This design comes from an exercise in tuning for small area, a short achievable clock period and few clock cycles per item on the open sky130 flow, not from production work. The RTL was checked by simulation tests, not by an equivalence proof against the original design. No activity file was given, so power comes from the tool's default toggle rates.

==> design/flow/design.v <==
module apt_frame_parser (
    input  wire        clk,
    input  wire        rst,
    input  wire        in_valid,
    input  wire [7:0]  in_data,
    output wire        in_ready,
    output wire        out_valid,
    input  wire        out_ready,
    output reg  [1:0]  out_kind,
    output wire [1:0]  out_err,
    output reg  [15:0] out_msgid,
    output reg  [6:0]  out_dest,
    output reg  [7:0]  out_source,
    output reg         out_long,
    output reg  [7:0]  out_param1,
    output reg  [7:0]  out_param2,
    output reg  [63:0] out_f0,
    output reg  [31:0] out_f1,
    output reg  [31:0] out_f2,
    output wire [31:0] out_f3,
    output wire [12:0] out_status
);
    reg         oval;        
    reg         inpay;       
    reg         far;         
    reg         kn;          
    reg  [15:0] q;           
    reg         err_enum;    
    reg  [12:0] st;          
    reg  [2:0]  f3h;         
    reg  [7:0]  nx0;
    reg         rdy;
    assign in_ready   = rdy;
    assign out_valid  = oval;
    assign out_err    = {err_enum, !err_enum};
    assign out_status = st;
    assign out_f3     = {16'd0, f3h, st};
    wire        take = in_valid && in_ready;
    wire [7:0]  d    = in_data;
    wire [15:0] len  = {out_param2, out_param1};
    wire        hdr5 = !inpay && q[2:0] == 3'd5;
    wire        last = hdr5 ? (!out_long || len == 16'd0) : (inpay && q == len);
    function h(input integer k);
        h = take && !inpay && q[2:0] == k;
    endfunction
    function p(input integer k);
        p = take && inpay && !far && q[3:0] == k - 5;
    endfunction
    wire        c1  = kn && out_msgid[3:0] == 4'h1;
    wire        c2  = kn && out_msgid[3:0] == 4'h2;
    wire        c3  = kn && out_msgid[3:0] == 4'h3;
    wire        c4  = kn && out_msgid[3:0] == 4'h4;
    wire        c5  = kn && out_msgid[3:0] == 4'h5;
    wire        c6  = kn && out_msgid[3:0] == 4'h6;
    wire        c7  = kn && out_msgid[3:0] == 4'h7;
    wire        c8  = kn && out_msgid[3:0] == 4'h8;
    wire        known = kn;
    wire        kn_d = d == 8'h10 && nx0[7:4] == 4'h0 &&
                       nx0[3:0] != 4'h0 && nx0[3:0] <= 4'h8;
    wire        l4   = len[15:2] == 14'd0;
    wire        l6   = len[15:3] == 13'd0 && len[2:1] != 2'b11;
    wire        l8   = len[15:3] == 13'd0;
    wire        l14  = len[15:4] == 12'd0 && len[3:1] != 3'b111;
    wire        lshort = c2 ? l6 : c4 ? l4 : c8 ? l8 : l14;
    wire        too_short = (c2 | c3 | c4 | c6 | c7 | c8) && (!out_long || lshort);
    wire        bad_enum  = c1 && out_param2 != 8'd1 && out_param2 != 8'd2;
    wire [18:0] adc = {3'd0, d, out_f1[7:0]} + {1'b0, d, out_f1[7:0], 2'b00};
    wire [7:0]  dz = d & {8{inpay}};
    wire        at0 = !inpay && q[2:0] == 3'd0;
    always @(posedge clk) begin
        if (rst)
            rdy <= 1'b1;
        else
            rdy <= (take && last) || !oval || out_ready || (at0 && !take);
    end
    always @(posedge clk) begin
        if (rst) begin
            oval  <= 1'b0;
            inpay <= 1'b0;
            far   <= 1'b0;
            q     <= 16'd0;
        end else begin
            if (out_ready)
                oval <= 1'b0;
            if (take) begin
                if (last) begin
                    oval  <= 1'b1;
                    inpay <= 1'b0;
                    far   <= 1'b0;
                    q     <= 16'd0;
                end else if (hdr5) begin
                    inpay <= 1'b1;
                    q     <= 16'd1;
                end else begin
                    q     <= q + 16'd1;
                    if (inpay && q[3:0] == 4'd14)
                        far <= 1'b1;
                end
            end
        end
    end
    wire c2378 = c2 | c3 | c7 | c8;
    wire c237  = c2 | c3 | c7;
    wire c37   = c3 | c7;
    wire n15   = !(c1 | c5);
    always @(posedge clk) begin
        if (h(0)) nx0 <= d;
        if (h(1)) begin
            out_msgid       <= {d, nx0};
            kn              <= kn_d;
        end
        if (h(2)) out_param1      <= d;
        if (h(3)) out_param2      <= d;
        if (h(4)) begin
            out_long <= d[7];
            out_dest <= d[6:0];
        end
        if (h(5)) begin
            out_source <= d;
            out_kind   <= !known ? 2'd1 : (too_short || bad_enum) ? 2'd2 : 2'd0;
            err_enum   <= !too_short;
        end
        if (h(2))
            out_f0[7:0] <= {d[7:4] & {4{!c5}}, d[3:0]};
        else if (p(6) && n15)
            out_f0[7:0] <= d;
        else if (p(7) && c4)
            out_f0[7:0] <= adc[7:0];
        if (p(7) && c4)
            out_f0[15:8] <= adc[15:8];
        else if (h(2) || (p(7) && n15))
            out_f0[15:8] <= dz;
        if (p(7) && c4)
            out_f0[23:16] <= {5'd0, adc[18:16]};
        else if (h(2) || (p(8) && c6))
            out_f0[23:16] <= dz;
        if (h(2) || (p(9) && c6))  out_f0[31:24] <= dz;
        if (h(2) || (p(10) && c6)) out_f0[39:32] <= dz;
        if (h(2) || (p(11) && c6)) out_f0[47:40] <= dz;
        if (h(2) || (p(12) && c6)) out_f0[55:48] <= dz;
        if (h(2) || (p(13) && c6)) out_f0[63:56] <= dz;
        if (h(3))
            out_f1[7:0] <= {7'd0, d == 8'd1};
        else if (p(9) && c4)
            out_f1[7:0] <= adc[7:0];
        else if ((p(6) && c4) || (p(8) && n15) || (p(14) && c6))
            out_f1[7:0] <= d;
        if (p(9) && c4)
            out_f1[15:8] <= adc[15:8];
        else if (h(3) || (p(9) && c2378) || (p(15) && c6))
            out_f1[15:8] <= dz;
        if (p(9) && c4)
            out_f1[23:16] <= {5'd0, adc[18:16]};
        else if (p(15) && c6)
            out_f1[23:16] <= {8{d[7]}};
        else if (h(3) || (p(10) && c237))
            out_f1[23:16] <= dz;
        if (p(15) && c6)
            out_f1[31:24] <= {8{d[7]}};
        else if (h(3) || (p(11) && c237))
            out_f1[31:24] <= dz;
        if ((p(10) && c8) || (p(12) && c37) || (p(16) && c6))
            out_f2[7:0] <= d;
        if ((p(11) && c8) || (p(13) && c37) || (p(17) && c6))
            out_f2[15:8] <= d;
        if (h(4) || (p(14) && c3) || (p(18) && c6))
            out_f2[23:16] <= dz;
        if (h(4) || (p(15) && c3) || (p(19) && c6))
            out_f2[31:24] <= dz;
        if (p(12) && c8)
            st[7:0] <= d;
        if (p(13) && c8)
            {f3h, st[12:8]} <= d;
        if (p(16) && c37)
            st[5:0] <= {d[7:4], d[1:0]};
        if (p(17) && c37)
            st[10:6] <= {d[6:4], d[2:1]};
        if (p(19) && c37)
            st[12:11] <= {d[7], d[0]};
    end
endmodule
==> design/flow/flow/run.sh <==
#!/bin/bash
# The standard layout (the standard.sh) with two changes: port buffers of
# sky130_fd_sc_hd__buf_1, and no full/half-adder cell extraction in synthesis
# (ADDER_MAP_FILE empty), so abc maps the adders for speed.
set -uo pipefail
bash standard.sh "BUFFER_PORTS_ARGS=-buffer_cell sky130_fd_sc_hd__buf_1" "ADDER_MAP_FILE=" finish > standard.log 2>&1
==> design/flow/standard.sh <==
#!/bin/bash
# synth_recipe.tcl (not shown) runs the flow's synth.tcl, then flattens the netlist and writes it again
# the make line also repeats each setting of config.mk as NAME=value (left out here)
make -C /OpenROAD-flow-scripts/flow DESIGN_CONFIG=/design/flow/config.mk WORK_HOME=/design/flow/orfs CLKGATE_MAP_FILE= SYNTH_SCRIPT=/design/flow/synth_recipe.tcl "${@:-finish}"
==> design/flow/config.mk <==
export PLATFORM = sky130hd
export DESIGN_NAME = apt_frame_parser
export DESIGN_NICKNAME = apt_frame_parser
export VERILOG_FILES = /design/flow/design.v
export SDC_FILE = /design/flow/constraint.sdc
export NUM_CORES = 4
export LEC_CHECK = 0
export ABC_CLOCK_PERIOD_IN_PS = 2000
export CAP_MARGIN = 20
export CORE_MARGIN = 2
export CORE_UTILIZATION = 40
export CTS_CLUSTER_DIAMETER = 80
export CTS_CLUSTER_SIZE = 24
export PLACE_DENSITY = 0.85
export SETUP_SLACK_MARGIN = 2.2
export SLEW_MARGIN = 20
==> design/flow/constraint.sdc <==
create_clock -name core_clock -period 4.5 [get_ports {clk}]
set_input_delay 0.9000 -clock core_clock [delete_from_list [all_inputs] [get_ports {clk}]]
set_output_delay 0.9000 -clock core_clock [all_outputs]
set_load 0.01 [all_outputs]
==> metrics.cfg, run 1 <==
[critical_path]
cpLargestDelayFamily = flip-flops
r2r-start = out_msgid[3]
required_ns = 3.60
crit_buf_inv = 3
startpoint = out_f1[0]
critical_path.endpoint_type = primary output
worstSetupPathDepth = 3
slowest_delay_ns = 0.49
path_max_fanout = 3
crit_chain = buf_6 > buf_4 > buf_1
worstSetupStartpointType = register
cp_slowest_cell = edfxtp_1
cp_data_arrival_time_ns = 1.41
path_class = reg -> out
reg2reg_depth = 7

[yosys]
ys_warn_count = 1
synth_cell_type_count = 86
synth_flop_cell = edfxtp_1
synthXorXnorAreaFrac_pct = 3.45
synth_seq_cells = 224
syn-cell-area_mm2 = 0.0101
async_flop_share_pct = 0
syn_inst = 856
synth_area_leaders = edfxtp_1 (55%), dfxtp_1 (7.3%), o21ai_0 (3.7%)
synth_seq_area_share_pct = 62.7
synth_edf_count = 187
synth_top_family_by_area = simple AND/OR/NAND/NOR gates
syn_avg_cell_area_um2 = 11.9
yosys.area_share.simple_pct = 13.0
synthMuxAreaShare_pct = 2.68
yosysTopAreaCell = edfxtp_1
synth_top_area_share_pct = 55.4
synth_compound_area_share_pct = 12.3
synth_fa_ha_area_share_pct = 0.111

[global_routing]
grt-ovfl-total = 0
grt_pass1_vias = 7339
grt_usage_pct = 21.1
grt_max_degree = 38
grt_pass1_wl_um = 43000
antenna_found_initial = 0

[place]
hpwl_um = 20600
gp_congestion = 0.966
io_buffers = 222

[route]
routedWlPerCell_um = 21.1
route.detailed.drc = 0
drt.antenna.violating_nets = 0
vias = 7966
vias_per_cell = 5.67
dr.pass1.iters = 6
wl_um = 29700
drt_iter0_drc = 912

[finish]
drive_gt1_share_pct = 16.6
antenna_cells = 0
layout_common_cells = buf_1 (216), edfxtp_1 (187), nor2_1 (69)
fin_util_pct = 49.4
layout_commonest_cell = buf_1
fin_nets = 1080
area_delta_synth_final_pct = 21.9

[sta]
max_freq_ghz = 0.433
min_period_ns = 2.31
worstMarginPinSlew_ns = 0.910
slew_violations = 0
hold_violations = 0
clock_skew_ns = 0.0192
finalSetupViolCount = 0
rsz0062_at_grt = yes
setup_tns_ns = 0
finalCritPeriodShare_pct = 51.4
slew_headroom_pct = 39.3

[power]
ir_drop_mv = 0.304
power_density_mw_per_mm2 = 315
p_leak_nw = 4.28

[status]
outcome = finished clean

[floorplan]
core_area_mm2 = 0.0250
die_w_um = 163
boundaryPins = 239
rows = 58
start_util_pct = 40.5
die_area_mm2 = 0.0267
die_y_um = 163

[clock_network]
htreeDepth = 1
clock-sinks = 224
path_clk_slew_ns = 0.10
cts_buffers = 14
ctsHoldBuffers = 0
clockBufferDepth = 3
clock_latency_ns = 0.48
cts_tree = yes
ctsRootBufferMaster = clkbuf_16

[min_path]
hold-path-cell-count = 0
hold_path_class = reg -> reg
hp-start = nx0[5]

[job]
cap_viol_max_count = 0

registers in the layout (all words and copies together) (netlist names), 2 cells and up:
register,cells
out_source,8
q,16
out_dest,7
out_f0,64
out_f2,32
out_param2,8
out_kind,2
f3h,3
st,13
out_f1,32
out_param1,8
nx0,8
out_msgid,16
through the flow:
step	area, µm²	setup slack [ns]	hold slack, ns	power (mW)	std cells
after floorplan	10400	2.07	0.417	2.50	871
after global placement	11200	1.25	0.426	2.56	1352
after detailed placement	11200	1.16	0.427	2.56	1352
after CTS	11900	2.07	0.435	3.89	1382
after global routing	12400	2.09	0.445	4.01	1405
final	12400	2.19	0.437	3.89	1405
what timing repair did:
item	4_1_cts	5_1_grt
pin swaps	1	15
buffers inserted	6	23
gates cloned	1	0
setup endpoints to repair	171	155
gates resized for setup	58	55
kinds of logic after synthesis:
| logic type | Yosys count |
|---|---|
| compound gates | 192 |
| xor+xnor | 40 |
| fa+ha+maj | 1 |
| buf+inv | 108 |
| flops | 224 |
| mux | 26 |
| other cells | 1 |
| simple gates | 264 |
Yosys cell counts (4+ instances only):
cell type	count
nor2b_1	7
nand3_1	29
inv_1	23
o21a_1	4
edfxtp_1	187
a21oi_1	37
o21ai_0	74
dfxtp_1	37
o31ai_1	12
mux2_2	9
nor3_1	22
nor4_1	6
xor2_1	27
nor2_1	73
nand4_1	4
mux2i_1	17
o22ai_1	4
a31oi_1	4
and2_1	7
clkbuf_1	24
nand2_1	65
nor3b_1	5
and3_1	5
buf_4	37
nand2b_1	11
buf_2	19
o21ai_1	9
xnor2_1	13
a221oi_1	7
final timing paths:
path,to,slack [ns]
setup reg to reg,out_f1[4],2.21
setup / recovery,out_f1[0],2.19
hold / removal,out_msgid[5],0.44
hold reg to reg,out_msgid[5],0.44
worst reg2reg max path: stages (launching register included):
cell and delay (ns):
edfxtp_1 0.48, nand3b_1 0.30, nor3b_4 0.36, mux2i_2 0.14
o32ai_4 0.45, nor2_4 0.11, a221oi_1 0.28, nor2_1 0.06
cell type report:
cell class / count / area (µm²)
Multi-Input combinational cell: 540 / 3750
Inverter: 24 / 96.3
Clock inverter: 4 / 48.8
Sequential cell: 224 / 6390
Fill cell: 2190 / 12700
Clock buffer: 19 / 390
Tap cell: 330 / 413
Timing Repair Buffer: 264 / 1280
power by group:
part | leakage (nW) | internal [mW] | switching [mW]
Clock | 0.214 | 0.638 | 0.707
Combinational | 1.96 | 0.0907 | 0.174
Sequential | 2.10 | 2.26 | 0.0273
Total | 4.28 | 2.99 | 0.908
routing by layer:
metal / vias up / global-route usage, % / routed length [µm]
met5: - / 0 / 0
met4: 0 / 8.17 / 1160
met3: 81 / 4.55 / 2900
met2: 523 / 35.9 / 14300
met1: 3840 / 26.4 / 11400
li1: 3522 / - / -
Testbench counts, summed over its fixed seeds: cycles 48,895, items 3,200.
==> inputs of run 2 (changes only) <==
--- a/design/flow/config.mk
+++ b/design/flow/config.mk
@@ -12,5 +12,5 @@
 export CTS_CLUSTER_DIAMETER = 80
 export CTS_CLUSTER_SIZE = 24
-export PLACE_DENSITY = 0.85
+export PLACE_DENSITY = 0.68
 export SETUP_SLACK_MARGIN = 2.2
 export SLEW_MARGIN = 20
==> metrics.cfg, run 2 <==
[floorplan]
die_area_mm2 = 0.0267  ; unchanged
boundaryPins = 239  ; unchanged
die_y_um = 163  ; unchanged
start_util_pct = 40.5  ; unchanged
core_area_mm2 = 0.0250  ; unchanged
rows = 58  ; unchanged
die_w_um = 163  ; unchanged

[finish]
top_register = out_f0
layout_commonest_cell = buf_1
largest_reg_flops = 64  ; unchanged
antenna_cells = 0  ; unchanged
area_delta_synth_final_pct = 19.4
fin_nets = 1075  ; -0.46%
layout_common_cells = buf_1 (216), edfxtp_1 (187), nor2_1 (71)
drive_gt1_share_pct = 14.7  ; -1.9 points
fin_util_pct = 48.4  ; -1.0 points
biggestRegsByFlops = out_f0 (64), out_f1 (32), out_f2 (32)

[status]
outcome = finished clean

[sta]
clock_skew_ns = 0.0191  ; -0.000135 ns
finalSetupViolCount = 0  ; unchanged
finalCritPeriodShare_pct = 50.5  ; -0.86 points
slew_headroom_pct = 34.5  ; -4.8 points
min_period_ns = 2.27  ; -0.0389 ns
rsz0062_at_grt = yes
max_freq_ghz = 0.440  ; +1.7%
worstMarginPinSlew_ns = 0.979  ; +0.0689 ns
slew_violations = 0  ; unchanged
setup_tns_ns = 0  ; unchanged
hold_violations = 0  ; unchanged

[yosys]
syn-cell-area_mm2 = 0.0101  ; unchanged
synth_seq_area_share_pct = 62.7  ; unchanged
synth_cell_type_count = 86  ; unchanged
syn_inst = 856  ; unchanged
synth_most_common_cell = edfxtp_1
synth_common_cells = edfxtp_1 (187), o21ai_0 (74), nor2_1 (73)
async_flop_share_pct = 0  ; unchanged
yosysTopAreaCell = edfxtp_1
synth_area_leaders = edfxtp_1 (55%), dfxtp_1 (7.3%), o21ai_0 (3.7%)
syn_avg_cell_area_um2 = 11.9  ; unchanged
synth_edf_count = 187  ; unchanged
synth_flop_cell = edfxtp_1
ys_warn_count = 1  ; unchanged
synth_seq_cells = 224  ; unchanged
synth_top_area_share_pct = 55.4  ; unchanged

[clock_network]
clock_latency_ns = 0.49  ; about the same
ctsHoldBuffers = 0  ; unchanged
cts_buffers = 13  ; -1
htreeDepth = 1  ; unchanged
ctsRootBufferMaster = clkbuf_16
path_clk_slew_ns = 0.09  ; about the same
clock-sinks = 224  ; unchanged
cts_tree = yes
clockBufferDepth = 3  ; unchanged

[critical_path]
critical_path.endpoint_type = register
path_class = in -> reg
cp_data_arrival_time_ns = 2.50  ; +1.09 ns
required_ns = 4.73  ; +1.13 ns
path_max_fanout = 6  ; +3
worstSetupStartpointType = input port

[route]
drt_iter0_drc = 677  ; -26%
route.detailed.drc = 0  ; unchanged
wl_um = 28400  ; -4.1%
dr.pass1.iters = 6  ; unchanged
routedWlPerCell_um = 20.3  ; -3.8%
vias = 7677  ; -3.6%
drt.antenna.violating_nets = 0  ; unchanged
vias_per_cell = 5.48  ; -3.3%

[power]
p_switching_mw = 0.850  ; -6.3%
p_leak_nw = 4.18  ; -2.3%
ir_drop_mv = 0.272  ; -11%
p_seq_share_pct = 59.9  ; +1.2 points
p_sw_share_pct = 22.3  ; -1.0 points
p_comb_share_pct = 6.6  ; -0.2 points
clkPwrFrac_pct = 33.5  ; -1.0 points
power.internal_mw = 2.96  ; -0.76%
power_density_mw_per_mm2 = 315  ; about the same

[global_routing]
grt_pass1_wl_um = 41600  ; -3.1%
grt_usage_pct = 20.5  ; -0.59 points
grt_pass1_vias = 6927  ; -5.6%
antenna_found_initial = 0  ; unchanged
grt-ovfl-total = 0  ; unchanged
grt_max_degree = 38  ; unchanged

[min_path]
hold_path_class = reg -> reg

[job]
cap_viol_max_count = 0  ; unchanged

[place]
hpwl_um = 20200  ; -2.4%
io_buffers = 222  ; unchanged
gp_congestion = 0.917  ; -5.1%

-- run 2: critical path, cell delays in order --
cell and delay, ns:
buf_1 0.15, buf_6 0.18, clkinvlp_4 0.12, a221o_1 0.36, a2bb2o_4 0.21, a21oi_2 0.10, a41o_1 0.18, o21bai_1 0.19
a21oi_1 0.09
-- run 2: metrics by stage --
step / cell area [µm²] / hold slack, ns / power [mW] / worst slack [ns] / instances
detailed placement: 11200 / 0.433 / 2.56 / 1.20 / 1352
finish: 12100 / 0.455 / 3.81 / 2.23 / 1400
CTS: 11800 / 0.452 / 3.83 / 1.97 / 1378
floorplan: 10400 / 0.417 / 2.50 / 2.07 / 871
global placement: 11200 / 0.425 / 2.56 / 1.29 / 1351
global route: 12100 / 0.459 / 3.95 / 2.15 / 1400
-- run 2: worst paths after layout --
kind / startpoint / endpoint / slack [ns] / cells past startpoint
setup / recovery: in_data[4] / out_f1[16] / 2.23 / 9
hold / removal: nx0[4] / out_msgid[4] / 0.45 / 0
setup reg to reg: out_msgid[3] / out_f1[7] / 2.26 / 6
hold reg to reg: nx0[4] / out_msgid[4] / 0.45 / 0
-- run 2: repair_timing --
action | CTS | global route
pin swaps | 2 | 10
setup endpoints to repair | 154 | 190
setup buffers | 3 | 22
gates cloned | 1 | 0
resized for setup | 42 | 35
-- run 2: cell type report --
cell class | instances | area, µm²
fillers | 2274 | 12900
flip-flops and latches | 224 | 6390
multi-input cells | 540 | 3600
repair buffers | 260 | 1210
well taps | 330 | 413
clock buffers | 18 | 354
inverters | 24 | 98.8
clock inverters | 4 | 52.6
-- run 2: metal layers --
| layer | up-vias | wire length [µm] | global-route usage, % |
|---|---|---|---|
| li1 | 3517 | - | - |
| met4 | 0 | 917 | 7.44 |
| met3 | 57 | 2440 | 3.99 |
| met1 | 3711 | 11800 | 27.8 |
| met2 | 392 | 13300 | 32.9 |
| met5 | - | 0 | 0 |
-- run 2: power groups by stage --
stage / sequential [mW] / clock (mW) / combinational [mW]
after floorplan: 2.33 / 0 / 0.176
after global placement: 2.33 / 0 / 0.223
after detailed placement: 2.34 / 0 / 0.226
after CTS: 2.29 / 1.31 / 0.235
after global routing: 2.29 / 1.39 / 0.270
final: 2.29 / 1.28 / 0.250
-- run 2: cells by family (layout without fill, tap and decap cells) --
family                   Yosys count  after routing  share of synthesized area (%)
XOR/XNOR                          40             40                           3.45
AO/OA/AOI/OAI                    192            193                           12.3
multiplexers                      26             26                           2.68
adder cells (fa/ha/maj)            1              1                          0.111
other                              1             16                         0.0370
buffers and inverters            108            306                           5.75
flip-flops                       224            224                           62.7
AND/OR/NAND/NOR                  264            264                           13.0
==> inputs of run 3 (changes only) <==
--- a/design/flow/config.mk
+++ b/design/flow/config.mk
@@ -12,5 +12,5 @@
 export CTS_CLUSTER_DIAMETER = 80
 export CTS_CLUSTER_SIZE = 24
-export PLACE_DENSITY = 0.68
+export PLACE_DENSITY = 0.72
 export SETUP_SLACK_MARGIN = 2.2
 export SLEW_MARGIN = 20
==> metrics.cfg, run 3 <==
[sta]
worstMarginPinSlew_ns = 0.935  ; -0.0438 ns
max_freq_ghz = 0.444  ; +0.87%
finalCritPeriodShare_pct = 50.1  ; -0.44 points
hold_ws_ns = 0.446  ; -0.00846 ns
slew_headroom_pct = 37.5  ; +2.9 points
min_period_ns = 2.25  ; -0.0196 ns
finalSetupViolCount = 0  ; unchanged
slew_violations = 0  ; unchanged
hold_violations = 0  ; unchanged
rsz0062_at_grt = yes
clock_skew_ns = 0.0153  ; -0.00376 ns
setup_tns_ns = 0  ; unchanged

[yosys]
synth_area_leaders = edfxtp_1 (55%), dfxtp_1 (7.3%), o21ai_0 (3.7%)
synth_top_area_share_pct = 55.4  ; unchanged
yosysTopAreaCell = edfxtp_1
syn_inst = 856  ; unchanged
synth_seq_cells = 224  ; unchanged
synth_common_cells = edfxtp_1 (187), o21ai_0 (74), nor2_1 (73)
synth_edf_count = 187  ; unchanged
async_flop_share_pct = 0  ; unchanged
synth_flop_cell = edfxtp_1
synth_cell_type_count = 86  ; unchanged
ys_warn_count = 1  ; unchanged
synth_seq_area_share_pct = 62.7  ; unchanged
syn_avg_cell_area_um2 = 11.9  ; unchanged
syn-cell-area_mm2 = 0.0101  ; unchanged
synth_most_common_cell = edfxtp_1

[clock_network]
clockBufferDepth = 3  ; unchanged
cts_tree = yes
htreeDepth = 1  ; unchanged
clock_latency_ns = 0.47  ; -0.02 ns
clock-sinks = 224  ; unchanged
cts_buffers = 13  ; unchanged
path_clk_slew_ns = 0.10  ; about the same
ctsRootBufferMaster = clkbuf_16

[floorplan]
boundaryPins = 239  ; unchanged
die_w_um = 163  ; unchanged
start_util_pct = 40.5  ; unchanged
die_area_mm2 = 0.0267  ; unchanged
rows = 58  ; unchanged
die_y_um = 163  ; unchanged
core_area_mm2 = 0.0250  ; unchanged

[finish]
layout_common_cells = buf_1 (215), edfxtp_1 (187), nor2_1 (71)
layout_commonest_cell = buf_1
largest_reg_flops = 64  ; unchanged
biggestRegsByFlops = out_f0 (64), out_f1 (32), out_f2 (32)
fillers = 2225  ; -2.2%
fin_nets = 1076  ; +0.093%
drive_gt1_share_pct = 14.7  ; unchanged
top_register = out_f0
area_delta_synth_final_pct = 19.2
antenna_cells = 0  ; unchanged
fin_cells = 1400  ; unchanged

[global_routing]
grt_max_degree = 38  ; unchanged
antenna_found_initial = 0  ; unchanged
grt_pass1_vias = 6878  ; -0.71%
grt-ovfl-total = 0  ; unchanged
grt_usage_pct = 20.3  ; -0.25 points
grt_pass1_wl_um = 41200  ; -0.94%

[power]
power_density_mw_per_mm2 = 308  ; -2.3%
p_leak_nw = 4.15  ; -0.50%
ir_drop_mv = 0.313  ; +15%
p_total_mw = 3.72  ; -2.5%

[route]
wl_um = 28500  ; +0.38%
dr.pass1.iters = 5  ; -1
drt_iter0_drc = 756  ; +12%
drt.antenna.violating_nets = 0  ; unchanged
vias_per_cell = 5.51  ; +0.44%
routedWlPerCell_um = 20.4  ; +0.38%
vias = 7711  ; +0.44%
route.detailed.drc = 0  ; unchanged

[critical_path]
cp_data_arrival_time_ns = 2.48  ; -0.02 ns
required_ns = 4.73  ; about the same
worstSetupStartpointType = input port
path_max_fanout = 17  ; +11
critical_path.endpoint_type = register
path_class = in -> reg

[place]
gp_congestion = 0.924  ; +0.79%
dp.cells = 1352  ; unchanged
hpwl_um = 20200  ; +0.25%
io_buffers = 222  ; unchanged

[status]
outcome = finished clean

[job]
cap_viol_max_count = 0  ; unchanged

[min_path]
hold_path_class = reg -> reg

## run 3: timing repair
item	4_1_cts	5_1_grt
resized for setup	47	38
hold buffers	0	0
pin swaps	1	10
cloned	1	0
buffers inserted	3	23
endpoints found under the setup margin	149	154
## run 3: final timing paths
kind,depth (start not counted),endpoint,slack (ns),from
setup / recovery,9,out_f0[12],2.25,in_data[1]
hold / removal,0,out_msgid[6],0.45,nx0[6]
setup reg to reg,8,out_f0[11],2.28,out_f1[0]
hold reg to reg,0,out_msgid[6],0.45,nx0[6]
## run 3: logic make-up after synthesis
logic type	Yosys count	synth area share, %
AOI/OAI and AO/OA	192	12.3
other	1	0.0370
adders and majority gates	1	0.111
muxes	26	2.68
xor gates and xnor gates	40	3.45
and+or+nand+nor	264	13.0
DFF	224	62.7
buffers and inverters	108	5.75
## run 3: layout make-up
type,instances,area [µm²],share of cell area [%]
clock buffer,19,348,2.88
clock inverter,2,18.8,0.155
inverter,24,92.6,0.766
multi-input combinational,540,3610,29.8
sequential,224,6390,52.9
tap,330,413,3.41
timing repair buffer,261,1220,10.1
## run 3: power by group
part           total, mW  switching, mW  internal, mW
Clock               1.18          0.634         0.550
Combinational      0.253          0.169        0.0843
Sequential          2.28         0.0270          2.26
## run 3: critical path: stages
cell and delay, ns:
buf_4 0.16, buf_8 0.19, o21ai_1 0.10, a221o_1 0.42
nand3_1 0.10, o21ai_1 0.09, a311oi_2 0.28, nor2_1 0.11
mux2i_1 0.13
## run 3: stage by stage
step	setup slack (ns)	utilization [%]	area, µm²
global route	2.16	48.3	12100
detailed placement	1.25	44.7	11200
CTS	2.15	46.9	11800
global placement	1.25	44.7	11200
finish	2.25	48.3	12100
floorplan	2.07	-	10400
## run 3: routing by layer
metal	routed length, µm	global-route usage (%)
met1	11700	27.0
met4	685	5.67
met3	2610	3.96
met2	13600	33.9
met5	0	0
==> inputs of run 4 (changes only) <==
--- a/design/flow/config.mk
+++ b/design/flow/config.mk
@@ -6,5 +6,5 @@
 export NUM_CORES = 4
 export LEC_CHECK = 0
-export ABC_CLOCK_PERIOD_IN_PS = 2000
+export ABC_AREA = 1
 export CAP_MARGIN = 20
 export CORE_MARGIN = 2
==> metrics.cfg, run 4 <==
[yosys]
synth_seq_cells = 224  ; unchanged
synth_seq_area_share_pct = 63.1  ; +0.47 points
yosysTopAreaCell = edfxtp_1
syn_inst = 1044  ; +22%
synth_most_common_cell = nand2_1
syn_avg_cell_area_um2 = 9.64  ; -19%
async_flop_share_pct = 0  ; unchanged
synth_area_leaders = edfxtp_1 (56%), nand2_1 (10%), dfxtp_1 (7.4%)
synth_edf_count = 187  ; unchanged
synth_cell_type_count = 43  ; -50%
synth_top_area_share_pct = 55.8  ; +0.42 points
ys_warn_count = 1  ; unchanged
synth_flop_cell = edfxtp_1
synth_common_cells = nand2_1 (267), edfxtp_1 (187), nor2_1 (145)
syn-cell-area_mm2 = 0.0101  ; -0.75%

[route]
routedWlPerCell_um = 18.3  ; -10%
route.detailed.drc = 0  ; unchanged
drt.antenna.violating_nets = 0  ; unchanged
wl_um = 29400  ; +3.0%
drt_iter0_drc = 1019  ; +35%
vias = 8161  ; +5.8%
vias_per_cell = 5.08  ; -7.7%
dr.pass1.iters = 5  ; unchanged

[global_routing]
grt_pass1_vias = 7563  ; +10%
grt_max_degree = 26  ; -32%
grt-ovfl-total = 0  ; unchanged
grt_pass1_wl_um = 43800  ; +6.3%
grt_usage_pct = 21.8  ; +1.5 points
antenna_found_initial = 0  ; unchanged

[place]
hpwl_um = 22000  ; +9.0%
io_buffers = 222  ; unchanged
gp_congestion = 0.917  ; -0.75%

[finish]
drive_gt1_share_pct = 7.60  ; -7.1 points
largest_reg_flops = 64  ; unchanged
biggestRegsByFlops = out_f0 (64), out_f1 (32), out_f2 (32)
fillers = 2349  ; +5.6%
top_register = out_f0
antenna_cells = 0  ; unchanged
layout_common_cells = nand2_1 (261), buf_1 (214), edfxtp_1 (187)
fin_nets = 1280  ; +19%
area_delta_synth_final_pct = 18.0
layout_commonest_cell = nand2_1

[critical_path]
required_ns = 4.71  ; -0.02 ns
r2r_setup_slack_ns = 2.28  ; about the same
path_class = in -> reg
worstSetupStartpointType = input port
path_max_fanout = 17  ; unchanged
cp_data_arrival_time_ns = 2.50  ; +0.02 ns
critical_path.endpoint_type = register

[floorplan]
core_area_mm2 = 0.0250  ; -0.29%
rows = 58  ; unchanged
die_y_um = 163  ; -0.37%
start_util_pct = 40.3  ; -0.19 points
die_w_um = 163  ; -0.37%
die_area_mm2 = 0.0265  ; -0.73%
boundaryPins = 239  ; unchanged

[clock_network]
clockBufferDepth = 3  ; unchanged
ctsRootBufferMaster = clkbuf_16
ctsHoldBuffers = 0  ; unchanged
clock_latency_ns = 0.49  ; +0.02 ns
path_clk_slew_ns = 0.09  ; about the same
htreeDepth = 1  ; unchanged
cts_tree = yes
cts_buffers = 14  ; +1
clock-sinks = 224  ; unchanged

[sta]
finalSetupViolCount = 0  ; unchanged
slew_violations = 0  ; unchanged
slew_headroom_pct = 40.1  ; +2.6 points
clock_skew_ns = 0.0238  ; +0.00849 ns
hold_ws_ns = 0.436  ; -0.0103 ns
rsz0062_at_grt = yes
min_period_ns = 2.30  ; +0.0425 ns
hold_violations = 0  ; unchanged
max_freq_ghz = 0.436  ; -1.8%
setup_tns_ns = 0  ; unchanged
worstMarginPinSlew_ns = 0.898  ; -0.0365 ns
finalCritPeriodShare_pct = 51.0  ; +0.94 points

[power]
power_density_mw_per_mm2 = 332  ; +7.9%
p_leak_nw = 4.70  ; +13%
p_total_mw = 3.94  ; +6.0%
ir_drop_mv = 0.266  ; -15%

[status]
outcome = finished clean

[job]
cap_viol_max_count = 0  ; unchanged

[min_path]
hold_path_class = reg -> reg

## run 4: changes by cell type after synthesis, moves of 17 or more
cell      change
clkbuf_1     -20
inv_1        +98
mux2i_1      -17
nand2_1     +202
nand3_1      +39
nor2_1       +72
o21ai_0      -21
## run 4: kinds of logic (layout without fill, tap and decap cells)
family | after synthesis | in the layout | share of synthesized area [%]
other cells | 1 | 16 | 0.0372
xor+xnor | 17 | 17 | 1.48
buf+inv | 178 | 394 | 7.95
simple gates | 526 | 527 | 22.0
flops | 224 | 224 | 63.1
compound gates | 98 | 98 | 5.42
## run 4: cell type report
class | count | area [µm²] | share of cell area [%]
Timing Repair Buffer | 241 | 1050 | 8.87
Inverter | 129 | 490 | 4.13
Multi-Input combinational cell | 658 | 3120 | 26.3
Clock buffer | 19 | 390 | 3.29
Clock inverter | 5 | 55.1 | 0.463
Tap cell | 330 | 413 | 3.48
Sequential cell | 224 | 6360 | 53.5
## run 4: metrics by stage
step | utilization [%] | cells | cell area [µm²] | setup WS, ns
finish | 47.6 | 1606 | 11900 | 2.20
global route | 47.6 | 1606 | 11900 | 2.14
CTS | 47.2 | 1602 | 11800 | 2.11
detailed placement | 44.9 | 1573 | 11200 | 1.23
global placement | 44.8 | 1572 | 11200 | 1.33
floorplan | - | 1059 | 10200 | 2.12
## run 4: power breakdown
| group | internal (mW) | switching (mW) | total [mW] |
|---|---|---|---|
| Combinational | 0.0796 | 0.201 | 0.281 |
| Clock | 0.634 | 0.708 | 1.34 |
| Sequential | 2.29 | 0.0311 | 2.32 |
## run 4: final timing paths
check	startpoint	to	cells after the start
max	in_valid	out_f2[9]	8
min	nx0[5]	out_msgid[5]	0
max reg2reg	inpay	out_f1[11]	7
min reg2reg	nx0[5]	out_msgid[5]	0
## run 4: layer usage
layer,global-route usage [%],routed length [µm],share of wire (%),up-vias
met5,0,0,0,-
met4,7.60,1070,3.6,0
met3,4.58,2590,8.8,62
met2,35.4,13500,46,424
met1,29.1,12200,42,3833
li1,-,-,-,3842
## run 4: worst max-delay path: stages
cell	delay, ns
buf_1	0.12
nand2_4	0.13
inv_4	0.20
nand3b_2	0.24
nor2_2	0.27
nand2_1	0.21
o221ai_4	0.26
buf_12	0.16
## run 4: repair_timing
item / CTS / global route
setup buffers: 4 / 4
gates resized for setup: 17 / 13
cloned: 1 / 0
setup endpoints to repair: 123 / 111
pin swaps: 4 / 2
==> inputs of run 5 (changes only) <==
--- a/design/flow/config.mk
+++ b/design/flow/config.mk
@@ -12,5 +12,5 @@
 export CTS_CLUSTER_DIAMETER = 80
 export CTS_CLUSTER_SIZE = 24
-export PLACE_DENSITY = 0.72
+export PLACE_DENSITY = 0.66
 export SETUP_SLACK_MARGIN = 2.2
 export SLEW_MARGIN = 20
==> metrics.cfg, run 5 <==
[finish]
area_delta_synth_final_pct = 18.1  ; about the same
layout_common_cells = nand2_1 (261), buf_1 (216), edfxtp_1 (187)
fin_nets = 1284  ; +0.31%
regArea_mm2 = 0.00636  ; unchanged
largest_reg_flops = 64  ; unchanged
biggestRegsByFlops = out_f0 (64), out_f1 (32), out_f2 (32)
top_register = out_f0
fillers = 2388  ; +1.7%
layout_commonest_cell = nand2_1
multi_input_area_mm2 = 0.00311  ; -0.28%
drive_gt1_share_pct = 7.90  ; +0.29 points
antenna_cells = 0  ; unchanged
fin_area_mm2 = 0.0119  ; about the same
fin_util_pct = 47.6  ; about the same

[min_path]
hold_path_class = reg -> reg
hp-start = nx0[5]

[clock_network]
ctsRootBufferMaster = clkbuf_16
clock_latency_ns = 0.49  ; about the same
clock-sinks = 224  ; unchanged
cts_buffers = 15  ; +1
htreeDepth = 1  ; unchanged
clockBufferDepth = 3  ; unchanged
path_clk_slew_ns = 0.09  ; about the same
cts_tree = yes

[route]
vias = 8095  ; -0.81%
routedWlPerCell_um = 18.4  ; +0.65%
dr.pass1.iters = 6  ; +1
drt.antenna.violating_nets = 0  ; unchanged
drt_iter0_drc = 780  ; -23%
wl_um = 29700  ; +0.84%
route.detailed.drc = 0  ; unchanged
vias_per_cell = 5.03  ; -0.99%

[sta]
finalSetupViolCount = 0  ; unchanged
setup_tns_ns = 0  ; unchanged
clock_skew_ns = 0.0281  ; +0.00430 ns
max_freq_ghz = 0.446  ; +2.3%
hold_violations = 0  ; unchanged
min_period_ns = 2.24  ; -0.0525 ns
slew_headroom_pct = 42.4  ; +2.3 points
slew_violations = 0  ; unchanged
finalCritPeriodShare_pct = 49.9  ; -1.2 points
rsz0062_at_grt = yes
worstMarginPinSlew_ns = 0.863  ; -0.0350 ns

[critical_path]
r2r-start = out_msgid[2]
startpoint = in_valid
path_max_fanout = 17  ; unchanged
worstSetupStartpointType = input port
path_class = in -> reg
crit_end = out_f2[15]
r2r_setup_slack_ns = 2.35  ; +0.07 ns
critical_path.endpoint_type = register
reg2reg_depth = 8  ; +1
required_ns = 4.71  ; about the same
cp_data_arrival_time_ns = 2.46  ; -0.04 ns
r2r-end = out_f1[0]

[floorplan]
core_area_mm2 = 0.0250  ; unchanged
boundaryPins = 239  ; unchanged
die_y_um = 163  ; unchanged
die_w_um = 163  ; unchanged
rows = 58  ; unchanged
start_util_pct = 40.3  ; unchanged
die_area_mm2 = 0.0265  ; unchanged

[place]
dpl-instance-area_mm2 = 0.0112  ; unchanged
io_buffers = 222  ; unchanged
hpwl_um = 22200  ; +0.63%
gp_congestion = 0.930  ; +1.4%

[power]
p_comb_share_pct = 6.8  ; -0.3 points
p_sw_share_pct = 23.7  ; -0.14 points
p_leak_nw = 4.72  ; +0.38%
power_density_mw_per_mm2 = 339  ; +2.1%
p_seq_share_pct = 57.6  ; -1.2 points
clkPwrFrac_pct = 35.6  ; +1.6 points
p_switching_mw = 0.955  ; +1.6%
power.internal_mw = 3.08  ; +2.4%
p_total_mw = 4.03  ; +2.2%
ir_drop_mv = 0.317  ; +19%

[yosys]
synth_seq_area_share_pct = 63.1  ; unchanged
synth_most_common_cell = nand2_1
synth_common_cells = nand2_1 (267), edfxtp_1 (187), nor2_1 (145)
synth_flop_cell = edfxtp_1
syn-cell-area_mm2 = 0.0101  ; unchanged
synth_top_area_share_pct = 55.8  ; unchanged
synth_area_leaders = edfxtp_1 (56%), nand2_1 (10%), dfxtp_1 (7.4%)
ys_warn_count = 1  ; unchanged
syn_avg_cell_area_um2 = 9.64  ; unchanged
syn_inst = 1044  ; unchanged
async_flop_share_pct = 0  ; unchanged
synth_edf_count = 187  ; unchanged
synth_cell_type_count = 43  ; unchanged
synth_seq_cells = 224  ; unchanged
yosysTopAreaCell = edfxtp_1

[status]
outcome = finished clean

[global_routing]
grt_pass1_vias = 7495  ; -0.90%
grt_usage_pct = 22.0  ; +0.20 points
grt_max_degree = 26  ; unchanged
grt_pass1_wl_um = 43700  ; -0.17%
grt-ovfl-total = 0  ; unchanged
antenna_found_initial = 0  ; unchanged

[job]
cap_viol_max_count = 0  ; unchanged

## run 5: layout make-up
type	instances	share of cell area, %
tap	330	3.47
clock inverter	6	0.831
timing repair buffer	244	8.69
sequential	224	53.5
clock buffer	18	3.25
multi-input combinational	658	26.2
inverter	129	4.12
## run 5: worst min-delay path by stage
| stage | end | slack, ns | cells past startpoint |
|---|---|---|---|
| finish | out_msgid[5] | 0.45 | 0 |
| CTS | out_msgid[4] | 0.46 | 0 |
| detailed placement | out_msgid[0] | 0.44 | 0 |
| global placement | out_msgid[5] | 0.42 | 0 |
| floorplan | out_msgid[6] | 0.42 | 0 |
| global route | out_msgid[4] | 0.47 | 0 |
## run 5: cell families after synthesis
kind of cell | Yosys count | synth area share, %
buffers and inverters | 178 | 7.95
AO/OA/AOI/OAI | 98 | 5.42
flip-flops | 224 | 63.1
AND/OR/NAND/NOR | 526 | 22.0
XOR/XNOR | 17 | 1.48
other | 1 | 0.0372
## run 5: what timing repair did
action                     in CTS  in global routing
cloned                          1                  0
hold buffers                    0                  0
setup buffers                   3                  8
pin swaps                       4                  4
gates resized for setup        16                 14
setup endpoints to repair     122                 81
## run 5: layer usage
layer,track usage [%],routed length (µm)
met1,27.5,11700
met2,35.7,13300
met3,6.01,3130
met4,10.1,1500
met5,0,0
## run 5: critical path, cell delays in order
cell	delay [ns]
buf_1	0.12
nand2_4	0.13
inv_4	0.20
nand3b_2	0.21
nor2_2	0.25
nand2_1	0.21
o221ai_4	0.26
buf_12	0.16
## run 5: power by group through the flow
| stage | registers [mW] | logic [mW] | clock network (mW) |
|---|---|---|---|
| global route | 2.33 | 0.304 | 1.55 |
| CTS | 2.32 | 0.271 | 1.47 |
| floorplan | 2.38 | 0.148 | 0 |
| global placement | 2.37 | 0.268 | 0 |
| detailed placement | 2.37 | 0.268 | 0 |
| finish | 2.32 | 0.275 | 1.43 |
## run 5: metrics by stage
stage / cells / setup WS [ns] / hold slack (ns)
2_1_floorplan: 1059 / 2.12 / 0.417
3_3_place_gp: 1573 / 1.35 / 0.421
3_5_place_dp: 1573 / 1.27 / 0.437
4_1_cts: 1601 / 2.21 / 0.458
5_1_grt: 1609 / 2.12 / 0.468
6_report: 1609 / 2.26 / 0.452
==> inputs of run 6 (changes only) <==
--- a/design/flow/config.mk
+++ b/design/flow/config.mk
@@ -13,4 +13,4 @@
 export CTS_CLUSTER_SIZE = 24
 export PLACE_DENSITY = 0.66
-export SETUP_SLACK_MARGIN = 2.2
+export SETUP_SLACK_MARGIN = 2.3
 export SLEW_MARGIN = 20
==> metrics.cfg, run 6 <==
[place]
hpwl_um = 21500  ; -3.0%
dpl-instance-area_mm2 = 0.0113  ; +0.49%
gp_congestion = 0.898  ; -3.3%
dp.cells = 1572  ; -0.064%
io_buffers = 222  ; unchanged

[status]
outcome = finished clean

[yosys]
synthXorXnorAreaFrac_pct = 1.48  ; unchanged
yosys.area_share.simple_pct = 22.0  ; unchanged
syn_inst = 1044  ; unchanged
synth_top_area_share_pct = 55.8  ; unchanged
ys_warn_count = 1  ; unchanged
synth_top_family_by_area = simple AND/OR/NAND/NOR gates
synth_area_leaders = edfxtp_1 (56%), nand2_1 (10%), dfxtp_1 (7.4%)
synth_compound_area_share_pct = 5.42  ; unchanged
synth_common_cells = nand2_1 (267), edfxtp_1 (187), nor2_1 (145)
synth_edf_count = 187  ; unchanged
synth_seq_area_share_pct = 63.1  ; unchanged
synth_fa_ha_area_share_pct = 0  ; unchanged
syn_avg_cell_area_um2 = 9.64  ; unchanged
async_flop_share_pct = 0  ; unchanged
yosysTopAreaCell = edfxtp_1
synth_cell_type_count = 43  ; unchanged
syn-cell-area_mm2 = 0.0101  ; unchanged
synth_flop_cell = edfxtp_1
synth_most_common_cell = nand2_1
synthMuxAreaShare_pct = 0  ; unchanged
synth_seq_cells = 224  ; unchanged

[job]
cap_viol_max_count = 0  ; unchanged

[finish]
layout_commonest_cell = nand2_1
fin_area_mm2 = 0.0120  ; +0.90%
fin_nets = 1285  ; +0.078%
fin_cells = 1611  ; +0.12%
top_register = out_f0
area_delta_synth_final_pct = 19.2
fillers = 2369  ; -0.80%
multi_input_area_mm2 = 0.00318  ; +2.1%
antenna_cells = 0  ; unchanged
regArea_mm2 = 0.00636  ; about the same
drive_gt1_share_pct = 8.98  ; +1.1 points
layout_common_cells = nand2_1 (257), buf_1 (213), edfxtp_1 (187)
largest_reg_flops = 64  ; unchanged
biggestRegsByFlops = out_f0 (64), out_f1 (32), out_f2 (32)

[sta]
max_freq_ghz = 0.463  ; +3.8%
min_period_ns = 2.16  ; -0.0812 ns
rsz0062_at_grt = yes
slew_headroom_pct = 40.3  ; -2.1 points
slew_violations = 0  ; unchanged
worstMarginPinSlew_ns = 0.894  ; +0.0313 ns
clock_skew_ns = 0.0324  ; +0.00427 ns
finalCritPeriodShare_pct = 48.0  ; -1.8 points
finalSetupViolCount = 0  ; unchanged
hold_violations = 0  ; unchanged
setup_tns_ns = 0  ; unchanged

[global_routing]
grt_pass1_vias = 7490  ; -0.067%
grt_pass1_wl_um = 43200  ; -1.3%
antenna_found_initial = 0  ; unchanged
grt-ovfl-total = 0  ; unchanged
grt_usage_pct = 21.5  ; -0.45 points
grt_max_degree = 26  ; unchanged

[critical_path]
required_ns = 4.62  ; -0.09 ns
path_max_fanout = 17  ; unchanged
path_class = in -> reg
cp_data_arrival_time_ns = 2.28  ; -0.18 ns
r2r-start = inpay
r2r_setup_slack_ns = 2.38  ; +0.03 ns
worstSetupStartpointType = input port
r2r-end = out_f1[15]
critical_path.endpoint_type = register
reg2reg_depth = 7  ; -1

[clock_network]
ctsRootBufferMaster = clkbuf_16
clock_latency_ns = 0.50  ; about the same
clock-sinks = 224  ; unchanged
clockBufferDepth = 3  ; unchanged
cts_buffers = 14  ; -1
cts_tree = yes
path_clk_slew_ns = 0.09  ; about the same
htreeDepth = 1  ; unchanged
ctsHoldBuffers = 0  ; unchanged

[power]
ir_drop_mv = 0.251  ; -21%
power_density_mw_per_mm2 = 330  ; -2.6%
p_leak_nw = 4.76  ; +0.93%

[floorplan]
die_area_mm2 = 0.0265  ; unchanged
boundaryPins = 239  ; unchanged
start_util_pct = 40.3  ; unchanged
die_w_um = 163  ; unchanged
die_y_um = 163  ; unchanged
core_area_mm2 = 0.0250  ; unchanged
rows = 58  ; unchanged

[route]
wl_um = 29000  ; -2.1%
dr.pass1.iters = 5  ; -1
drt.antenna.violating_nets = 0  ; unchanged
vias = 8101  ; +0.074%
route.detailed.drc = 0  ; unchanged
drt_iter0_drc = 757  ; -2.9%
routedWlPerCell_um = 18.0  ; -2.3%
vias_per_cell = 5.03  ; about the same

[min_path]
hold_path_class = reg -> reg
hp-start = nx0[5]
hold-path-cell-count = 0  ; unchanged
hold_end = out_msgid[5]

==> run 6: power breakdown <==
group	switching [mW]	internal (mW)	total [mW]
Clock	0.716	0.642	1.36
Sequential	0.0295	2.29	2.32
Combinational	0.200	0.0828	0.283
==> run 6: repair_timing <==
action	in CTS	in global routing
setup buffers	10	4
pin swaps	5	3
setup endpoints to repair	164	89
resized for setup	20	24
gates cloned	1	0
endpoints found under the hold margin	0	0
==> run 6: worst max-delay path, cell delays in order <==
cell      delay [ns]
buf_2           0.13
nand2_8         0.09
inv_4           0.20
nand3b_4        0.16
nor3_1          0.18
inv_1           0.18
o21ai_2         0.43
==> run 6: metal layers <==
layer,vias to the layer above,global-route usage [%],part of all wire (%)
li1,3858,-,-
met1,3758,28.5,42
met2,431,35.1,45
met3,54,5.35,9.7
met4,0,6.60,3.3
met5,-,0,0
==> run 6: final cells by class <==
class	count	share of cell area, %
Clock buffer	20	3.29
Clock inverter	4	0.396
Inverter	129	4.16
Multi-Input combinational cell	658	26.5
Sequential cell	224	53.0
Tap cell	330	3.44
Timing Repair Buffer	246	9.22
==> run 6: worst max-delay path by stage <==
stage | cells past startpoint | startpoint | to | slack (ns)
after CTS | 11 | in_data[5] | out_f0[17] | 2.32
after detailed placement | 7 | in_valid | out_f0[18] | 1.25
final | 7 | in_valid | out_f0[60] | 2.34
after global routing | 10 | in_valid | out_f0[3] | 2.26
after floorplan | 5 | in_valid | out_f2[0] | 2.22
after global placement | 7 | in_valid | out_f0[18] | 1.32
==> run 6: logic make-up (layout without fill, tap and decap cells) <==
| group | Yosys count | in the layout |
|---|---|---|
| AOI/OAI and AO/OA | 98 | 98 |
| other | 1 | 16 |
| xor gates and xnor gates | 17 | 17 |
| and+or+nand+nor | 526 | 527 |
| DFF | 224 | 224 |
| buffers and inverters | 178 | 399 |
==> run 6: metrics by stage <==
step           total power, mW  worst slack [ns]  util [%]  hold slack [ns]
5_1_grt                   4.10              2.26      48.1            0.459
6_report                  3.96              2.34      48.1            0.451
2_1_floorplan             2.54              2.22         -            0.417
3_3_place_gp              2.64              1.32      45.1            0.422
4_1_cts                   3.98              2.32      47.6            0.450
3_5_place_dp              2.64              1.25      45.1            0.433
==> inputs of run 7 (changes only) <==
--- a/design/flow/config.mk
+++ b/design/flow/config.mk
@@ -12,5 +12,5 @@
 export CTS_CLUSTER_DIAMETER = 80
 export CTS_CLUSTER_SIZE = 24
-export PLACE_DENSITY = 0.66
+export PLACE_DENSITY = 0.72
 export SETUP_SLACK_MARGIN = 2.3
 export SLEW_MARGIN = 20
==> metrics.cfg, run 7 <==
[power]
p_total_mw = 4.01  ; +1.3%
p_leak_nw = 4.78  ; +0.41%
ir_drop_mv = 0.398  ; +58%
p_sw_share_pct = 24.5  ; +0.60 points
clkPwrFrac_pct = 34.9  ; +0.6 points
p_switching_mw = 0.981  ; +3.8%
power_density_mw_per_mm2 = 332  ; +0.60%
power.internal_mw = 3.03  ; +0.50%
p_comb_share_pct = 7.2  ; about the same
p_seq_share_pct = 57.9  ; -0.7 points

[critical_path]
critical_path.endpoint_type = register
worstSetupStartpointType = input port
required_ns = 4.72  ; +0.10 ns
cp_data_arrival_time_ns = 2.39  ; +0.11 ns
path_max_fanout = 17  ; unchanged
path_class = in -> reg

[sta]
finalCritPeriodShare_pct = 48.4  ; +0.35 points
setup_tns_ns = 0  ; unchanged
layout_setup_ws_ns = 2.32  ; -0.0155 ns
slew_violations = 0  ; unchanged
finalSetupViolCount = 0  ; unchanged
min_period_ns = 2.18  ; +0.0155 ns
hold_violations = 0  ; unchanged
slew_headroom_pct = 39.8  ; -0.55 points
max_freq_ghz = 0.459  ; -0.71%
rsz0062_at_grt = yes
clock_skew_ns = 0.0227  ; -0.00968 ns
worstMarginPinSlew_ns = 0.903  ; +0.00824 ns

[min_path]
hold_path_class = reg -> reg

[finish]
largest_reg_flops = 64  ; unchanged
regArea_mm2 = 0.00636  ; unchanged
layout_common_cells = nand2_1 (254), buf_1 (215), edfxtp_1 (187)
fillers = 2334  ; -1.5%
antenna_cells = 0  ; unchanged
biggestRegsByFlops = out_f0 (64), out_f1 (32), out_f2 (32)
layout_commonest_cell = nand2_1
multi_input_area_mm2 = 0.00321  ; +1.1%
area_delta_synth_final_pct = 20.0
drive_gt1_share_pct = 9.72  ; +0.74 points
top_register = out_f0
fin_nets = 1290  ; +0.39%

[yosys]
synth_area_leaders = edfxtp_1 (56%), nand2_1 (10%), dfxtp_1 (7.4%)
async_flop_share_pct = 0  ; unchanged
synth_cell_type_count = 43  ; unchanged
synth_most_common_cell = nand2_1
syn_avg_cell_area_um2 = 9.64  ; unchanged
ys_warn_count = 1  ; unchanged
synth_seq_cells = 224  ; unchanged
syn_inst = 1044  ; unchanged
syn-cell-area_mm2 = 0.0101  ; unchanged
synth_edf_count = 187  ; unchanged
yosysTopAreaCell = edfxtp_1
synth_seq_area_share_pct = 63.1  ; unchanged
synth_common_cells = nand2_1 (267), edfxtp_1 (187), nor2_1 (145)
synth_top_area_share_pct = 55.8  ; unchanged
synth_flop_cell = edfxtp_1

[clock_network]
htreeDepth = 1  ; unchanged
clock-sinks = 224  ; unchanged
cts_tree = yes
path_clk_slew_ns = 0.10  ; about the same
clock_latency_ns = 0.50  ; about the same
cts_buffers = 15  ; +1
clockBufferDepth = 3  ; unchanged
ctsHoldBuffers = 0  ; unchanged
ctsRootBufferMaster = clkbuf_16

[job]
cap_viol_max_count = 0  ; unchanged

[floorplan]
die_w_um = 163  ; unchanged
boundaryPins = 239  ; unchanged
core_area_mm2 = 0.0250  ; unchanged
die_y_um = 163  ; unchanged
die_area_mm2 = 0.0265  ; unchanged
start_util_pct = 40.3  ; unchanged
rows = 58  ; unchanged

[route]
routedWlPerCell_um = 18.1  ; +0.77%
route.detailed.drc = 0  ; unchanged
dr.pass1.iters = 5  ; unchanged
drt.antenna.violating_nets = 0  ; unchanged
vias_per_cell = 5.08  ; +1.0%
drt_iter0_drc = 955  ; +26%
wl_um = 29300  ; +1.1%
vias = 8207  ; +1.3%

[place]
gp_congestion = 0.927  ; +3.2%
dp_slack_ns = 1.25  ; -0.000680 ns
io_buffers = 222  ; unchanged
hpwl_um = 21500  ; +0.20%

[global_routing]
grt_pass1_vias = 7516  ; +0.35%
grt-ovfl-total = 0  ; unchanged
antenna_found_initial = 0  ; unchanged
grt_usage_pct = 21.6  ; +0.099 points
grt_max_degree = 26  ; unchanged
grt_pass1_wl_um = 43400  ; +0.50%

[status]
outcome = finished clean

## run 7: cell counts after synthesis
No cell type changed its count.
## run 7: area by class of cell
class | instances | area share (%)
inverters | 129 | 4.11
repair buffers | 250 | 9.30
clock inverters | 6 | 0.694
multi-input cells | 658 | 26.6
flip-flops and latches | 224 | 52.7
well taps | 330 | 3.42
clock buffers | 19 | 3.23
## run 7: critical path, cell delays in order
cell and delay, ns:
buf_2 0.13, nand2_8 0.09, inv_4 0.19, nand3b_4 0.16, nor2_2 0.25, nand2_1 0.24, o221ai_4 0.27, buf_12 0.16
## run 7: cells by family (layout without fill, tap and decap cells)
family | after synthesis | count (layout) | synth area share (%)
buffers and inverters | 178 | 404 | 7.95
DFF | 224 | 224 | 63.1
other | 1 | 16 | 0.0372
and+or+nand+nor | 526 | 527 | 22.0
AOI/OAI and AO/OA | 98 | 98 | 5.42
xor gates and xnor gates | 17 | 17 | 1.48
## run 7: path summary, 6_finish.rpt
kind | from | to | slack, ns | cells after the start
setup reg to reg | out_msgid[2] | out_f1[0] | 2.36 | 6
setup / recovery | in_valid | out_f2[11] | 2.32 | 8
hold / removal | nx0[5] | out_msgid[5] | 0.44 | 0
hold reg to reg | nx0[5] | out_msgid[5] | 0.44 | 0
## run 7: per-stage QoR
stage	hold slack, ns	cell area, µm²	cells	util (%)
finish	0.445	12100	1616	48.4
global placement	0.424	11300	1572	45.1
CTS	0.445	11900	1610	47.7
floorplan	0.417	10300	1059	-
detailed placement	0.430	11300	1572	45.1
global route	0.472	12100	1616	48.4
## run 7: power groups by stage
stage	logic (mW)	clock network [mW]	registers, mW
floorplan	0.152	0	2.38
global placement	0.272	0	2.37
detailed placement	0.273	0	2.37
CTS	0.279	1.42	2.32
global route	0.317	1.50	2.33
finish	0.289	1.40	2.32
## run 7: layer usage
layer	up-vias	GRT usage [%]	wire length, µm
li1	3874	-	-
met1	3844	29.1	12200
met2	438	35.8	13500
met3	51	3.85	2700
met4	0	6.56	966
met5	-	0	0
## run 7: repair_timing
action | in CTS | in global routing
pin swaps | 5 | 5
endpoints found under the hold margin | 0 | 0
gates resized for setup | 24 | 30
cloned | 1 | 0
setup endpoints to repair | 166 | 92
buffers inserted | 12 | 6
==> inputs of run 8 (changes only) <==
--- a/design/flow/config.mk
+++ b/design/flow/config.mk
@@ -6,5 +6,5 @@
 export NUM_CORES = 4
 export LEC_CHECK = 0
-export ABC_AREA = 1
+export ABC_CLOCK_PERIOD_IN_PS = 2000
 export CAP_MARGIN = 20
 export CORE_MARGIN = 2
==> metrics.cfg, run 8 <==
[status]
outcome = finished clean

[route]
drt_iter0_drc = 840  ; -12%
wl_um = 29300  ; -0.26%
routedWlPerCell_um = 20.5  ; +13%
drt.antenna.violating_nets = 0  ; unchanged
vias_per_cell = 5.50  ; +8.3%
vias = 7867  ; -4.1%
route.detailed.drc = 0  ; unchanged
dr.pass1.iters = 5  ; unchanged

[finish]
area_delta_synth_final_pct = 26.6
fin_nets = 1104  ; -14%
drive_gt1_share_pct = 20.5  ; +11 points
top_register = out_f0
layout_common_cells = buf_1 (213), edfxtp_1 (187), nor2_1 (67)
fin_cells = 1430  ; -12%
antenna_cells = 0  ; unchanged
layout_commonest_cell = buf_1
biggestRegsByFlops = out_f0 (64), out_f1 (32), out_f2 (32)
fillers = 2162  ; -7.4%
largest_reg_flops = 64  ; unchanged

[global_routing]
grt_pass1_wl_um = 41600  ; -4.0%
grt-ovfl-total = 0  ; unchanged
grt_usage_pct = 20.5  ; -1.1 points
antenna_found_initial = 0  ; unchanged
grt_pass1_vias = 7166  ; -4.7%
grt_max_degree = 38  ; +46%

[min_path]
hold_path_class = reg -> reg

[place]
hpwl_um = 19800  ; -7.9%
dp_slack_ns = 0.989  ; -0.256 ns
dp.cells = 1347  ; -14%
gp_congestion = 0.908  ; -2.0%
io_buffers = 222  ; unchanged

[power]
ir_drop_mv = 0.300  ; -25%
p_leak_nw = 4.52  ; -5.5%
power_density_mw_per_mm2 = 306  ; -7.9%

[clock_network]
clockBufferDepth = 3  ; unchanged
clock-sinks = 224  ; unchanged
ctsRootBufferMaster = clkbuf_16
cts_buffers = 14  ; -1
cts_tree = yes
htreeDepth = 1  ; unchanged
path_clk_slew_ns = 0.10  ; about the same
clock_latency_ns = 0.49  ; about the same

[yosys]
synth_cell_type_count = 86  ; +100%
synth_top_area_share_pct = 55.4  ; -0.42 points
syn-cell-area_mm2 = 0.0101  ; +0.76%
synth_flop_cell = edfxtp_1
synth_most_common_cell = edfxtp_1
synth_seq_cells = 224  ; unchanged
async_flop_share_pct = 0  ; unchanged
synth_edf_count = 187  ; unchanged
synth_area_leaders = edfxtp_1 (55%), dfxtp_1 (7.3%), o21ai_0 (3.7%)
synth_seq_area_share_pct = 62.7  ; -0.47 points
synth_common_cells = edfxtp_1 (187), o21ai_0 (74), nor2_1 (73)
syn_inst = 856  ; -18%
yosysTopAreaCell = edfxtp_1
syn_avg_cell_area_um2 = 11.9  ; +23%
ys_warn_count = 1  ; unchanged

[sta]
worstMarginPinSlew_ns = 0.953  ; +0.0503 ns
slew_violations = 0  ; unchanged
clock_skew_ns = 0.0268  ; +0.00410 ns
finalCritPeriodShare_pct = 49.6  ; +1.2 points
hold_ws_ns = 0.424  ; -0.0205 ns
rsz0062_at_grt = yes
layout_setup_ws_ns = 2.27  ; -0.0523 ns
min_period_ns = 2.23  ; +0.0523 ns
max_freq_ghz = 0.448  ; -2.3%
slew_headroom_pct = 36.2  ; -3.5 points
setup_tns_ns = 0  ; unchanged
finalSetupViolCount = 0  ; unchanged
hold_violations = 0  ; unchanged

[floorplan]
die_w_um = 163  ; +0.37%
boundaryPins = 239  ; unchanged
core_area_mm2 = 0.0250  ; +0.29%
die_y_um = 163  ; +0.37%
start_util_pct = 40.5  ; +0.19 points
die_area_mm2 = 0.0267  ; +0.74%
rows = 58  ; unchanged

[critical_path]
crit_chain = buf_4 > buf_4 > nor3_4 > buf_4 > buf_4 > nand3_4 > buf_4 > nor3_1 > mux2i_1 > nand2_1
cp_slowest_cell = edfxtp_1
required_ns = 4.85  ; +0.13 ns
crit_path_frequent_cell = buf_4
path_class = reg -> reg
slowest_delay_ns = 0.47  ; +0.20 ns
crit_buf_inv = 5  ; +2
cpLargestDelayFamily = buffers and inverters
worstSetupStartpointType = register
critical_path.endpoint_type = register
cp_data_arrival_time_ns = 2.58  ; +0.19 ns
path_max_fanout = 7  ; -10

[job]
cap_viol_max_count = 0  ; unchanged

[run 8: cell types whose count changed after synthesis, moves of 20 or more]
cell and delta:
nand2_1 -202, inv_1 -98, nor2_1 -72, nand3_1 -39
o21ai_0 +21, clkbuf_1 +20
[run 8: report_power, final]
group          switching [mW]  internal [mW]  total [mW]
combinational           0.175          0.101       0.276
sequential             0.0251           2.25        2.28
clock                   0.695          0.673        1.37
total                   0.895           3.03        3.93
[run 8: routing by layer]
| metal | track usage [%] | part of all wire (%) |
|---|---|---|
| met1 | 26.5 | 40 |
| met2 | 34.8 | 48 |
| met3 | 4.06 | 9.9 |
| met4 | 6.56 | 2.6 |
| met5 | 0 | 0 |
[run 8: logic make-up (layout without fill, tap and decap cells)]
family	after synthesis	after routing	synth area share (%)
and+or+nand+nor	264	264	13.0
DFF	224	224	62.7
AOI/OAI and AO/OA	192	193	12.3
buffers and inverters	108	336	5.75
xor gates and xnor gates	40	40	3.45
muxes	26	26	2.68
adders and majority gates	1	1	0.111
other	1	16	0.0370
[run 8: what timing repair did]
item / in CTS / in global routing
pin swaps: 9 / 25
hold buffers: 0 / 0
buffers inserted: 23 / 34
gates resized for setup: 69 / 66
setup endpoints to repair: 210 / 184
cloned: 1 / 1
[run 8: cell type report]
cell class / count / area (µm²) / area share [%]
clock buffer: 21 / 419 / 3.26
clock inverter: 3 / 43.8 / 0.341
inverter: 24 / 103 / 0.799
multi-input combinational: 540 / 3900 / 30.3
sequential: 224 / 6400 / 49.8
tap: 330 / 413 / 3.21
timing repair buffer: 288 / 1570 / 12.2
[run 8: metrics by stage]
stage,total power [mW],utilization [%],area (µm²)
6_report,3.93,51.3,12800
5_1_grt,4.04,51.3,12800
4_1_cts,3.92,48.7,12200
3_5_place_dp,2.56,44.9,11200
3_3_place_gp,2.56,44.9,11200
2_1_floorplan,2.50,-,10500
[run 8: path summary, 6_finish.rpt]
check            endpoint    startpoint  slack, ns  depth (start not counted)
min          out_msgid[6]        nx0[6]       0.42                          0
min reg2reg  out_msgid[6]        nx0[6]       0.42                          0
max reg2reg    out_f1[15]  out_msgid[0]       2.27                         10
max            out_f1[15]  out_msgid[0]       2.27                         10
[run 8: worst reg2reg max path, delay by kind of cell, from the launching register on]
kind | cells | cell delay [ns]
simple gates | 4 | 0.69
mux | 1 | 0.10
buf+inv | 5 | 0.82
flops | 1 | 0.47

what the ideal ports hide:
Ports are ideal in the flow. The routed layouts listed here were re-timed in OpenROAD. Step 1 (the two cells are an assumption about what drives the block):
set clk [get_ports {clk}]
set_driving_cell -lib_cell sky130_fd_sc_hd__clkbuf_16 $clk
set_driving_cell -lib_cell sky130_fd_sc_hd__buf_2 [delete_from_list [all_inputs] $clk]
Step 2, shift: input delay + t, output delay - t, t = (earliest + latest rising clock arrival at the registers) / 2. This alone moves slack from input paths to output paths. Three values: ideal, step 1, step 2; two values: the first two.
run	t (ns)	setup WS [ns]	worst setup path at the end
run 1	0.529	2.188 / 2.140 / 1.718	input to register
run 2	0.520	2.227 / 2.232 / 1.715	input to register
run 3	0.512	2.247 / 2.204 / 1.748	input to register
run 4	0.526	2.204 / 2.226 / 1.700	input to register
run 5	0.528	2.257 / 2.285 / 1.757	input to register
run 6	0.526	2.338 / 2.355 / 1.836	input to register
run 7	0.532	2.322 / 2.335 / 1.810	input to register
run 8	0.527	2.270 / 2.227 / 1.756	input to register
After both steps every run listed still meets setup and hold. The setup slack of run 8, which loses most, moves by -0.043 ns with the drivers and by -0.514 ns with both steps.
